This design comes from an exercise in tuning for small area, a short achievable clock period and few clock cycles per item on the open sky130 flow, not from production work. Only simulation tests tie the RTL to the original design; equivalence was not proved. Power figures rest on the tool's default switching activity, not on a simulated workload.

==> flow/design.v <==
module rvl_enc (
    input  wire        clk,
    input  wire        rst,
    input  wire        start,         
    input  wire [31:0] start_count,
    output wire        busy,
    input  wire        in_valid,
    input  wire [15:0] in_data,
    output wire        in_ready,
    output wire        out_valid,
    output wire [7:0]  out_data,
    input  wire        out_ready,
    output wire [2:0]  st_state,
    output wire [31:0] st_count,
    output wire [31:0] st_index,
    output wire [33:0] st_bytes
);
    localparam [2:0] S_IDLE = 3'd0, S_ACCEPT = 3'd1, S_EMIT_RUN = 3'd2,
                     S_EMIT_CODE = 3'd3, S_EMIT_TAIL = 3'd4, S_FLUSH = 3'd5,
                     S_DONE = 3'd6;
    reg [2:0]  e_state;
    reg [31:0] e_count, e_index, e_run;
    reg [33:0] e_bytes;
    reg [15:0] e_pix, e_prev;
    reg [31:0] v_src;
    reg [3:0]  v_k, v_j;
    reg        p_pend;
    reg [3:0]  p_hi;
    reg [7:0]  ob;
    reg        ob_valid;
    function [3:0] digits;
        input [31:0] v;
        begin
            if      (v[31:30] != 0) digits = 4'd11;
            else if (v[29:27] != 0) digits = 4'd10;
            else if (v[26:24] != 0) digits = 4'd9;
            else if (v[23:21] != 0) digits = 4'd8;
            else if (v[20:18] != 0) digits = 4'd7;
            else if (v[17:15] != 0) digits = 4'd6;
            else if (v[14:12] != 0) digits = 4'd5;
            else if (v[11:9]  != 0) digits = 4'd4;
            else if (v[8:6]   != 0) digits = 4'd3;
            else if (v[5:3]   != 0) digits = 4'd2;
            else                    digits = 4'd1;
        end
    endfunction
    assign busy      = (e_state != S_IDLE) && (e_state != S_DONE);
    assign in_ready  = (e_state == S_ACCEPT) && (e_index < e_count);
    assign out_valid = ob_valid;
    assign out_data  = ob;
    assign st_state  = e_state;
    assign st_count  = e_count;
    assign st_index  = e_index;
    assign st_bytes  = e_bytes;
    wire [3:0]  last_j   = v_k - 4'd1;
    wire [5:0]  shamt    = 6'd3 * {2'b00, last_j - v_j};
    wire [32:0] shifted  = {1'b0, v_src} >> shamt;
    wire        nib_last = (v_j == last_j);
    wire [3:0]  nib      = {~nib_last, shifted[2:0]};
    wire        pk_ok    = !p_pend || !ob_valid;
    wire [16:0] delta    = {1'b0, e_pix} - {1'b0, e_prev};
    wire [16:0] zz_code  = {delta[15:0], 1'b0} ^ {17{delta[16]}};
    always @(posedge clk) begin
        if (rst) begin
            e_state  <= S_IDLE;
            e_count  <= 32'd0;
            e_index  <= 32'd0;
            e_bytes  <= 34'd0;
            e_run    <= 32'd0;
            e_pix    <= 16'd0;
            e_prev   <= 16'd0;
            v_src    <= 32'd0;
            v_k      <= 4'd0;
            v_j      <= 4'd0;
            p_pend   <= 1'b0;
            p_hi     <= 4'd0;
            ob       <= 8'd0;
            ob_valid <= 1'b0;
        end else begin
            if (ob_valid && out_ready) begin
                ob_valid <= 1'b0;
                e_bytes  <= e_bytes + 34'd1;
            end
            if (start) begin
                e_count  <= start_count;
                e_index  <= 32'd0;
                e_bytes  <= 34'd0;
                e_run    <= 32'd0;
                e_pix    <= 16'd0;
                e_prev   <= 16'd0;
                v_src    <= 32'd0;
                v_k      <= 4'd0;
                v_j      <= 4'd0;
                p_pend   <= 1'b0;
                p_hi     <= 4'd0;
                ob       <= 8'd0;
                ob_valid <= 1'b0;
                e_state  <= S_ACCEPT;
            end else begin
                case (e_state)
                    S_ACCEPT: begin
                        if (e_index < e_count) begin
                            if (in_valid) begin
                                e_index <= e_index + 32'd1;
                                if (in_data == 16'd0) begin
                                    e_run <= e_run + 32'd1;
                                end else begin
                                    e_pix   <= in_data;
                                    v_src   <= e_run;
                                    v_k     <= digits(e_run);
                                    v_j     <= 4'd0;
                                    e_state <= S_EMIT_RUN;
                                end
                            end
                        end else if (e_run != 32'd0) begin
                            v_src   <= e_run;
                            v_k     <= digits(e_run);
                            v_j     <= 4'd0;
                            e_state <= S_EMIT_TAIL;
                        end else begin
                            e_state <= S_FLUSH;
                        end
                    end
                    S_EMIT_RUN, S_EMIT_CODE, S_EMIT_TAIL: begin
                        if (pk_ok) begin
                            if (!p_pend) begin
                                p_hi   <= nib;
                                p_pend <= 1'b1;
                            end else begin
                                ob       <= {p_hi, nib};
                                ob_valid <= 1'b1;
                                p_pend   <= 1'b0;
                            end
                            v_j <= v_j + 4'd1;
                            if (nib_last) begin
                                case (e_state)
                                    S_EMIT_RUN: begin
                                        e_prev  <= e_pix;
                                        e_run   <= 32'd0;
                                        v_src   <= {15'd0, zz_code};
                                        v_k     <= digits({15'd0, zz_code});
                                        v_j     <= 4'd0;
                                        e_state <= S_EMIT_CODE;
                                    end
                                    S_EMIT_CODE: e_state <= S_ACCEPT;
                                    default: begin
                                        e_run   <= 32'd0;
                                        e_state <= S_FLUSH;
                                    end
                                endcase
                            end
                        end
                    end
                    S_FLUSH: begin
                        if (p_pend && !ob_valid) begin
                            ob       <= {p_hi, 4'h0};
                            ob_valid <= 1'b1;
                            p_pend   <= 1'b0;
                        end else if (!p_pend && !ob_valid) begin
                            e_state <= S_DONE;
                        end
                    end
                    default: ;
                endcase
            end
        end
    end
endmodule
module rvl_dec (
    input  wire        clk,
    input  wire        rst,
    input  wire        start,         
    input  wire [31:0] start_count,
    input  wire [33:0] start_len,
    output wire        busy,
    input  wire        in_valid,
    input  wire [7:0]  in_data,
    output wire        in_ready,
    output wire        out_valid,
    output wire [15:0] out_data,
    input  wire        out_ready,
    output wire [2:0]  st_state,
    output wire [1:0]  st_err,
    output wire [31:0] st_count,
    output wire [33:0] st_len,
    output wire [31:0] st_produced,
    output wire [33:0] st_bytes_in,
    output wire [34:0] st_nibbles
);
    localparam [2:0] S_IDLE = 3'd0, S_RUN_GROUP = 3'd1, S_EMIT_ZEROS = 3'd2,
                     S_CODE_GROUP = 3'd3, S_EMIT_VALUE = 3'd4, S_DRAIN = 3'd5,
                     S_DONE = 3'd6, S_ERROR = 3'd7;
    localparam [1:0] E_NONE = 2'd0, E_TRUNCATED = 2'd1, E_OVERRUN = 2'd2,
                     E_OUT_OF_RANGE = 2'd3;
    reg [2:0]  d_state;
    reg [1:0]  d_err;
    reg [31:0] d_count, d_produced, d_zrem;
    reg [33:0] d_len, d_bytes_in;
    reg [34:0] d_nibbles;
    reg [15:0] d_prev, d_val;
    reg [31:0] a_acc;
    reg        a_ovf;
    reg        u_lopend;
    reg [3:0]  u_lo;
    reg [15:0] po;
    reg        po_valid;
    wire in_group   = (d_state == S_RUN_GROUP) || (d_state == S_CODE_GROUP);
    wire have_bytes = (d_bytes_in < d_len);
    assign busy        = (d_state != S_IDLE) && (d_state != S_DONE) && (d_state != S_ERROR);
    assign in_ready    = (in_group && !u_lopend && have_bytes) || ((d_state == S_DRAIN) && have_bytes);
    assign out_valid   = po_valid;
    assign out_data    = po;
    assign st_state    = d_state;
    assign st_err      = d_err;
    assign st_count    = d_count;
    assign st_len      = d_len;
    assign st_produced = d_produced;
    assign st_bytes_in = d_bytes_in;
    assign st_nibbles  = d_nibbles;
    wire [3:0]  nib      = u_lopend ? u_lo : in_data[7:4];
    wire        nib_ok   = u_lopend || (have_bytes && in_valid);
    wire        nib_end  = !u_lopend && !have_bytes;
    wire        acc_ovf  = a_ovf || (a_acc[31:29] != 3'd0);
    wire [31:0] acc_new  = {a_acc[28:0], nib[2:0]};
    wire [33:0] run_end  = {2'b00, d_produced} + {2'b00, acc_new};
    wire        overrun  = acc_ovf || (run_end > {2'b00, d_count});
    wire [31:0] unzz     = {1'b0, acc_new[31:1]} ^ {32{acc_new[0]}};
    wire [32:0] recon    = {unzz[31], unzz} + {17'd0, d_prev};
    wire        out_rng  = acc_ovf || recon[32] || (recon[31:16] != 16'd0);
    always @(posedge clk) begin
        if (rst) begin
            d_state    <= S_IDLE;
            d_err      <= E_NONE;
            d_count    <= 32'd0;
            d_len      <= 34'd0;
            d_produced <= 32'd0;
            d_bytes_in <= 34'd0;
            d_nibbles  <= 35'd0;
            d_prev     <= 16'd0;
            d_zrem     <= 32'd0;
            d_val      <= 16'd0;
            a_acc      <= 32'd0;
            a_ovf      <= 1'b0;
            u_lopend   <= 1'b0;
            u_lo       <= 4'd0;
            po         <= 16'd0;
            po_valid   <= 1'b0;
        end else begin
            if (po_valid && out_ready)
                po_valid <= 1'b0;
            if (start) begin
                d_count    <= start_count;
                d_len      <= start_len;
                d_produced <= 32'd0;
                d_bytes_in <= 34'd0;
                d_nibbles  <= 35'd0;
                d_prev     <= 16'd0;
                d_zrem     <= 32'd0;
                d_val      <= 16'd0;
                d_err      <= E_NONE;
                a_acc      <= 32'd0;
                a_ovf      <= 1'b0;
                u_lopend   <= 1'b0;
                u_lo       <= 4'd0;
                po         <= 16'd0;
                po_valid   <= 1'b0;
                d_state    <= (start_count != 32'd0) ? S_RUN_GROUP : S_DRAIN;
            end else begin
                case (d_state)
                    S_RUN_GROUP, S_CODE_GROUP: begin
                        if (nib_end) begin
                            d_err    <= E_TRUNCATED;
                            po_valid <= 1'b0;
                            d_state  <= S_DRAIN;
                        end else if (nib_ok) begin
                            if (u_lopend) begin
                                u_lopend <= 1'b0;
                            end else begin
                                d_bytes_in <= d_bytes_in + 34'd1;
                                u_lo       <= in_data[3:0];
                                u_lopend   <= 1'b1;
                            end
                            a_acc     <= acc_new;
                            a_ovf     <= acc_ovf;
                            d_nibbles <= d_nibbles + 35'd1;
                            if (!nib[3]) begin
                                if (d_state == S_RUN_GROUP) begin
                                    if (overrun) begin
                                        d_err    <= E_OVERRUN;
                                        po_valid <= 1'b0;
                                        d_state  <= S_DRAIN;
                                    end else begin
                                        d_zrem  <= acc_new;
                                        d_state <= S_EMIT_ZEROS;
                                    end
                                end else begin
                                    if (out_rng) begin
                                        d_err    <= E_OUT_OF_RANGE;
                                        po_valid <= 1'b0;
                                        d_state  <= S_DRAIN;
                                    end else begin
                                        d_val   <= recon[15:0];
                                        d_prev  <= recon[15:0];
                                        d_state <= S_EMIT_VALUE;
                                    end
                                end
                            end
                        end
                    end
                    S_EMIT_ZEROS: begin
                        if (d_zrem != 32'd0) begin
                            if (!po_valid) begin
                                po         <= 16'd0;
                                po_valid   <= 1'b1;
                                d_produced <= d_produced + 32'd1;
                                d_zrem     <= d_zrem - 32'd1;
                            end
                        end else if (d_produced < d_count) begin
                            a_acc   <= 32'd0;
                            a_ovf   <= 1'b0;
                            d_state <= S_CODE_GROUP;
                        end else begin
                            d_state <= S_DRAIN;
                        end
                    end
                    S_EMIT_VALUE: begin
                        if (!po_valid) begin
                            po         <= d_val;
                            po_valid   <= 1'b1;
                            d_produced <= d_produced + 32'd1;
                            if (d_produced + 32'd1 < d_count) begin
                                a_acc   <= 32'd0;
                                a_ovf   <= 1'b0;
                                d_state <= S_RUN_GROUP;
                            end else begin
                                d_state <= S_DRAIN;
                            end
                        end
                    end
                    S_DRAIN: begin
                        if (have_bytes) begin
                            if (in_valid)
                                d_bytes_in <= d_bytes_in + 34'd1;
                        end else if (!po_valid) begin
                            d_state <= (d_err == E_NONE) ? S_DONE : S_ERROR;
                        end
                    end
                    default: ;
                endcase
            end
        end
    end
endmodule
module rvl_core (
    input  wire        clk,
    input  wire        rst,
    input  wire        cmd_valid,
    input  wire [67:0] cmd_word,
    input  wire        enc_in_valid,
    input  wire [15:0] enc_in_data,
    output wire        enc_in_ready,
    output wire        enc_out_valid,
    output wire [7:0]  enc_out_data,
    input  wire        enc_out_ready,
    input  wire        dec_in_valid,
    input  wire [7:0]  dec_in_data,
    output wire        dec_in_ready,
    output wire        dec_out_valid,
    output wire [15:0] dec_out_data,
    input  wire        dec_out_ready,
    input  wire [3:0]  sts_sel,
    output reg  [35:0] sts_data
);
    localparam [1:0] OP_ENC_START = 2'b00, OP_DEC_START = 2'b01;
    localparam [1:0] CE_OK = 2'd0, CE_RESERVED_OP = 2'd1, CE_BUSY = 2'd2;
    wire [1:0]  cmd_op    = cmd_word[67:66];
    wire [31:0] cmd_count = cmd_word[65:34];
    wire [33:0] cmd_len   = cmd_word[33:0];
    wire enc_busy, dec_busy;
    wire enc_start = cmd_valid && (cmd_op == OP_ENC_START) && !enc_busy;
    wire dec_start = cmd_valid && (cmd_op == OP_DEC_START) && !dec_busy;
    reg [1:0] cmd_err;
    always @(posedge clk) begin
        if (rst)
            cmd_err <= CE_OK;
        else if (cmd_valid) begin
            case (cmd_op)
                OP_ENC_START: cmd_err <= enc_busy ? CE_BUSY : CE_OK;
                OP_DEC_START: cmd_err <= dec_busy ? CE_BUSY : CE_OK;
                default:      cmd_err <= CE_RESERVED_OP;
            endcase
        end
    end
    wire [2:0]  e_state;
    wire [31:0] e_count, e_index;
    wire [33:0] e_bytes;
    wire [2:0]  d_state;
    wire [1:0]  d_err;
    wire [31:0] d_count, d_produced;
    wire [33:0] d_len, d_bytes_in;
    wire [34:0] d_nibbles;
    rvl_enc u_enc (
        .clk(clk), .rst(rst), .start(enc_start), .start_count(cmd_count),
        .busy(enc_busy),
        .in_valid(enc_in_valid), .in_data(enc_in_data), .in_ready(enc_in_ready),
        .out_valid(enc_out_valid), .out_data(enc_out_data), .out_ready(enc_out_ready),
        .st_state(e_state), .st_count(e_count), .st_index(e_index), .st_bytes(e_bytes)
    );
    rvl_dec u_dec (
        .clk(clk), .rst(rst), .start(dec_start), .start_count(cmd_count),
        .start_len(cmd_len), .busy(dec_busy),
        .in_valid(dec_in_valid), .in_data(dec_in_data), .in_ready(dec_in_ready),
        .out_valid(dec_out_valid), .out_data(dec_out_data), .out_ready(dec_out_ready),
        .st_state(d_state), .st_err(d_err), .st_count(d_count), .st_len(d_len),
        .st_produced(d_produced), .st_bytes_in(d_bytes_in), .st_nibbles(d_nibbles)
    );
    always @(*) begin
        case (sts_sel)
            4'd0:    sts_data = {34'd0, cmd_err};
            4'd1:    sts_data = {33'd0, e_state};
            4'd2:    sts_data = {4'd0, e_count};
            4'd3:    sts_data = {4'd0, e_index};
            4'd4:    sts_data = {2'd0, e_bytes};
            4'd5:    sts_data = {33'd0, d_state};
            4'd6:    sts_data = {34'd0, d_err};
            4'd7:    sts_data = {4'd0, d_count};
            4'd8:    sts_data = {2'd0, d_len};
            4'd9:    sts_data = {4'd0, d_produced};
            4'd10:   sts_data = {2'd0, d_bytes_in};
            4'd11:   sts_data = {1'd0, d_nibbles};
            default: sts_data = 36'd0;
        endcase
    end
endmodule
==> flow/run.sh <==
#!/bin/bash
# synth_recipe.tcl (not shown) runs the flow's synth.tcl, then flattens the netlist and writes it again
# the make line also repeats each setting of config.mk as NAME=value (left out here)
make -C /OpenROAD-flow-scripts/flow DESIGN_CONFIG=/design/flow/config.mk WORK_HOME=/design/flow/orfs CLKGATE_MAP_FILE= SYNTH_SCRIPT=/design/flow/synth_recipe.tcl finish
==> flow/config.mk <==
export PLATFORM = sky130hd
export DESIGN_NAME = rvl_core
export DESIGN_NICKNAME = rvl_core
export VERILOG_FILES = /design/flow/design.v
export SDC_FILE = /design/flow/constraint.sdc
export NUM_CORES = 4
export LEC_CHECK = 0
export CAP_MARGIN = 20
export CORE_MARGIN = 2
export CORE_UTILIZATION = 40
export SLEW_MARGIN = 20
==> flow/constraint.sdc <==
create_clock -name core_clock -period 7.0 [get_ports {clk}]
set_input_delay 1.4000 -clock core_clock [delete_from_list [all_inputs] [get_ports {clk}]]
set_output_delay 1.4000 -clock core_clock [all_outputs]
set_load 0.01 [all_outputs]
==> summary.txt <==
Outcome
  • Outcome: timing/DRC/antenna clean

Setup path
  • Most used cell, CP: buf_4
  • Data required, critical path: 7520 ps
  • Largest stage delay, worst path: 510 ps
  • Critical path class: in2reg
  • Cell at the slowest stage of the critical path: or4_4
  • Crit path max fanout: 12
  • CP Data Arrival Time: ~7300 ps
  • Crit path launch type: primary input
  • Setup crit end kind: flop

Global routing
  • Largest net degree at the start of global routing: 74
  • GRT overflow: 0
  • Initial antenna violation count: 5
  • GR Util All Layers: 0.2780
  • Vias in the first global route: ~29,000
  • First-pass GRT wire length: 178,200 um

Clock network
  • Clk slew on worst S/H paths: 60 ps
  • Clk buf depth: 3
  • Clock Sinks: a little under 500
  • Clk root buf: clkbuf_16
  • Depth of the CTS H-tree: 2
  • TritonCTS clock tree: built
  • Hold buffers post-CTS: 0
  • Clk Latency, worst-skew pair: 690 ps
  • Cts bufs inserted: between 50 and 60

Floorplanning
  • # IOs: 167
  • Die H: 287.8 um
  • Initial Util: 0.4018
  • Num rows: roughly 100
  • Die area: 82,810 um^2
  • Floorplan core area: 80,160 um^2
  • Die W: 287.8 um

Synthesis
  • Mean Syn Cell Area: 7.765 um^2
  • Compound-gate portion of the synthesized area: 0.2311
  • Seq cells post-synth: slightly below 500
  • Synth Area in Simple Gates: 0.2259
  • Post-synth EDFFs: 0
  • Post-synthesis xor/xnor area fraction: 0.06227
  • Synthesized cell area: about 32,000 um^2
  • Syn Inst Count: 4,148
  • Area leader, netlist: dfxtp_1
  • Synth top area share: 0.3083
  • Register area share after synthesis: 0.3083
  • YS warnings: 3
  • Syn_nets: 4,491
  • Post-synth cell types: 83
  • Dominant cells by area after synthesis: dfxtp_1 (31%), ha_1 (9.2%), a21oi_1 (5.9%), nand2_1 (5.6%), nor2_1 (4.1%)
  • Fraction of registers with async set/reset: 0
  • Synth Flop Type: dfxtp_1
  • Adder-Cell Fraction of Synth Area: 0.09416
  • Mux cell area share after synthesis: 0.02583
  • Main combinational cell family by area after synthesis: compound AO/OA/AOI/OAI gates

Power
  • Clock power frac: 0.331
  • Switching pwr: 3877 uW
  • Internal power: roughly 6200 uW
  • Logic gate share of total power: 0.352
  • Pwr per Cell Area: ~270 nW/um^2
  • Sw Share: 0.3853
  • Worst IR drop on VDD: 0.2274 mV
  • Total power: slightly above 10,000 uW
  • Leakage: 0.01424 uW
  • Register share of total power: 0.317

Placed design
  • Number of port buffers: 165
  • Hpwl dp: 87,310 um
  • Placer Congestion: 0.9470
  • Cell Area, Placed: 35,200 um^2
  • Inst Count DP: between 5,000 and 6,000

Routing
  • Routed via count: 31,780
  • Total Wirelength: 118,200 um
  • DRT antenna net count: 0
  • DR WL/cell: around 22 um
  • Drt initial violations: roughly 3,300
  • TritonRoute pass-1 iters: 7
  • DRC violations left: 0
  • Vias/cell: 5.954

STA
  • Worst slew margin: 0.2753
  • Hold Fails Final Rpt: 0
  • Minimum clock period: 6756 ps
  • Worst slew pin tran: 1084 ps
  • Final Skew: 63.90 ps
  • Fmax: 148.0 MHz
  • Final setup viols: 0
  • Pins Over Slew Limit: 0
  • Final TNS setup: 0 ps
  • Final period utilization: 0.9652

Final layout
  • Area of the multi-input gates: 20,830 um^2
  • Final-layout fill cell count: 8,114
  • Most common cell after layout, fill and taps aside: dfxtp_1
  • Final std cells w/o fill: 5,338
  • Commonest cells after routing, fill and taps aside: dfxtp_1 (496), nand2_1 (476), a21oi_1 (372), nor2_1 (352), ha_1 (236)
  • Fin nets: between 4,000 and 5,000
  • Seq. cell area: 9930 um^2
  • Synth-to-layout area growth: 16.09%
  • Layout cells sized above 1: 0.06336
  • Design Area, Final: 37,390 um^2

Hold path
  • Worst Hold Class: reg2reg

Flow run
  • Max Cap Viol: 0
what timing repair did:
action                                  4_1_cts  5_1_grt
endpoints found under the setup margin        0       32
resized for setup                             0       15
hold endpoints to repair                      0        0
setup buffers                                 0        2
cell type report:
type,instances,share of cell area
timing repair buffer,263,0.06511
antenna,1,0.00006692
inverter,207,0.02081
sequential,496,0.2655
multi-input combinational,3206,0.5571
clock inverter,25,0.01171
clock buffer,80,0.04420
tap,1060,0.03547
per-layer routing:
metal  vias up  track usage  share of wire
met3       222      0.04778          0.077
met4         8       0.1021          0.041
met5         -            0        0.00039
met2      1162       0.4390           0.44
li1      15270            -              -
met1     15120       0.3790           0.44
flip-flops by register name, indices dropped and copies added, names as in the netlist, 4 cells and up:
name / flops
u_enc.ob: 8
u_enc.e_bytes: 34
u_dec.po: 16
u_enc.e_prev: 16
u_dec.d_count: 32
u_enc.p_hi: 4
u_enc.v_k: 4
u_enc.e_pix: 16
u_enc.v_src: 32
u_dec.d_len: 34
u_dec.d_zrem: 32
u_enc.e_index: 32
u_dec.d_bytes_in: 34
u_dec.a_acc: 32
u_dec.u_lo: 4
u_dec.d_nibbles: 35
u_enc.e_run: 32
u_dec.d_produced: 32
u_enc.e_count: 32
u_dec.d_prev: 16
u_enc.v_j: 4
synthesized netlist by cell type (83+ instances only):
cell type	count
a21oi_1	378
clkbuf_1	206
dfxtp_1	496
ha_1	236
inv_1	205
nand2_1	477
nand3_1	183
nand4_1	83
nor2_1	356
nor3_1	102
o21ai_0	176
or3_1	87
xnor2_1	134
xor2_1	95
through the flow:
stage | worst slack, ps | hold WS [ps] | utilization
2_1_floorplan | 31.73 | 428.7 | -
3_3_place_gp | -525.3 | 439.1 | 0.4387
3_5_place_dp | -557.9 | 445.9 | 0.4391
4_1_cts | 76.44 | 452.7 | 0.4652
5_1_grt | -24.73 | 467.9 | 0.4665
6_report | 243.5 | 451.0 | 0.4665
path summary, 6_finish.rpt:
check,slack [ps],startpoint,to,cells past startpoint
max,240,dec_in_data[5],u_dec.d_zrem[22],29
min,450,u_enc.v_src[10],u_enc.v_src[10],2
max reg2reg,790,u_dec.u_lopend,u_dec.d_zrem[22],28
min reg2reg,450,u_enc.v_src[10],u_enc.v_src[10],2
critical path: cells and delay by family:
kind,cells,cell delay [ps]
muxes,1,140
xor gates and xnor gates,1,90
buffers and inverters,7,1180
AOI/OAI and AO/OA,13,2350
and+or+nand+nor,5,1500
adders and majority gates,2,590
cells by family (layout without fill, tap and decap cells):
logic type,after synthesis,after routing
muxes,75,75
and+or+nand+nor,1532,1532
DFF,496,496
xor gates and xnor gates,229,229
buffers and inverters,446,575
adders and majority gates,240,240
other,1,2
AOI/OAI and AO/OA,1129,1129
power by group through the flow:
stage | Sequential [uW] | Clock, uW | Combinational (uW)
after floorplan | 3130 | 0 | 2340
after CTS | 3180 | 3380 | 3420
after global routing | 3200 | 3500 | 3870
after global placement | 3240 | 0 | 3390
final | 3190 | 3330 | 3540
after detailed placement | 3240 | 0 | 3400
Testbench counts, summed over its fixed seeds: cycles 34,651, items 18,582.

static timing again, ports no longer ideal:
The flow's constraints put no driver on any port. The routed layout listed below was extracted and timed again, unchanged, in two steps.
Step 1 (the two cells are an assumption about what drives the block):
set clk [get_ports {clk}]
set_driving_cell -lib_cell sky130_fd_sc_hd__clkbuf_16 $clk
set_driving_cell -lib_cell sky130_fd_sc_hd__buf_2 [delete_from_list [all_inputs] $clk]
Step 2, shift: input delay + t, output delay - t, t = (earliest + latest rising clock arrival at the registers) / 2. This alone moves slack from input paths to output paths.
Slacks: no drivers / after step 1 / after step 2; pairs: no drivers / after step 1.
shift t [ns]: 0.726
slack for setup (ns): 0.244 / 0.292 / -0.434
hold slack, ns: 0.451 / 0.451 / 0.451
worst slew at a driven data input, ns: 0.10
pins driven straight from the clock port: 1
With both steps, setup timing fails in this run, where it was met with ideal ports. The setup slack of this run moves by +0.048 ns with the drivers and by -0.678 ns with both steps.
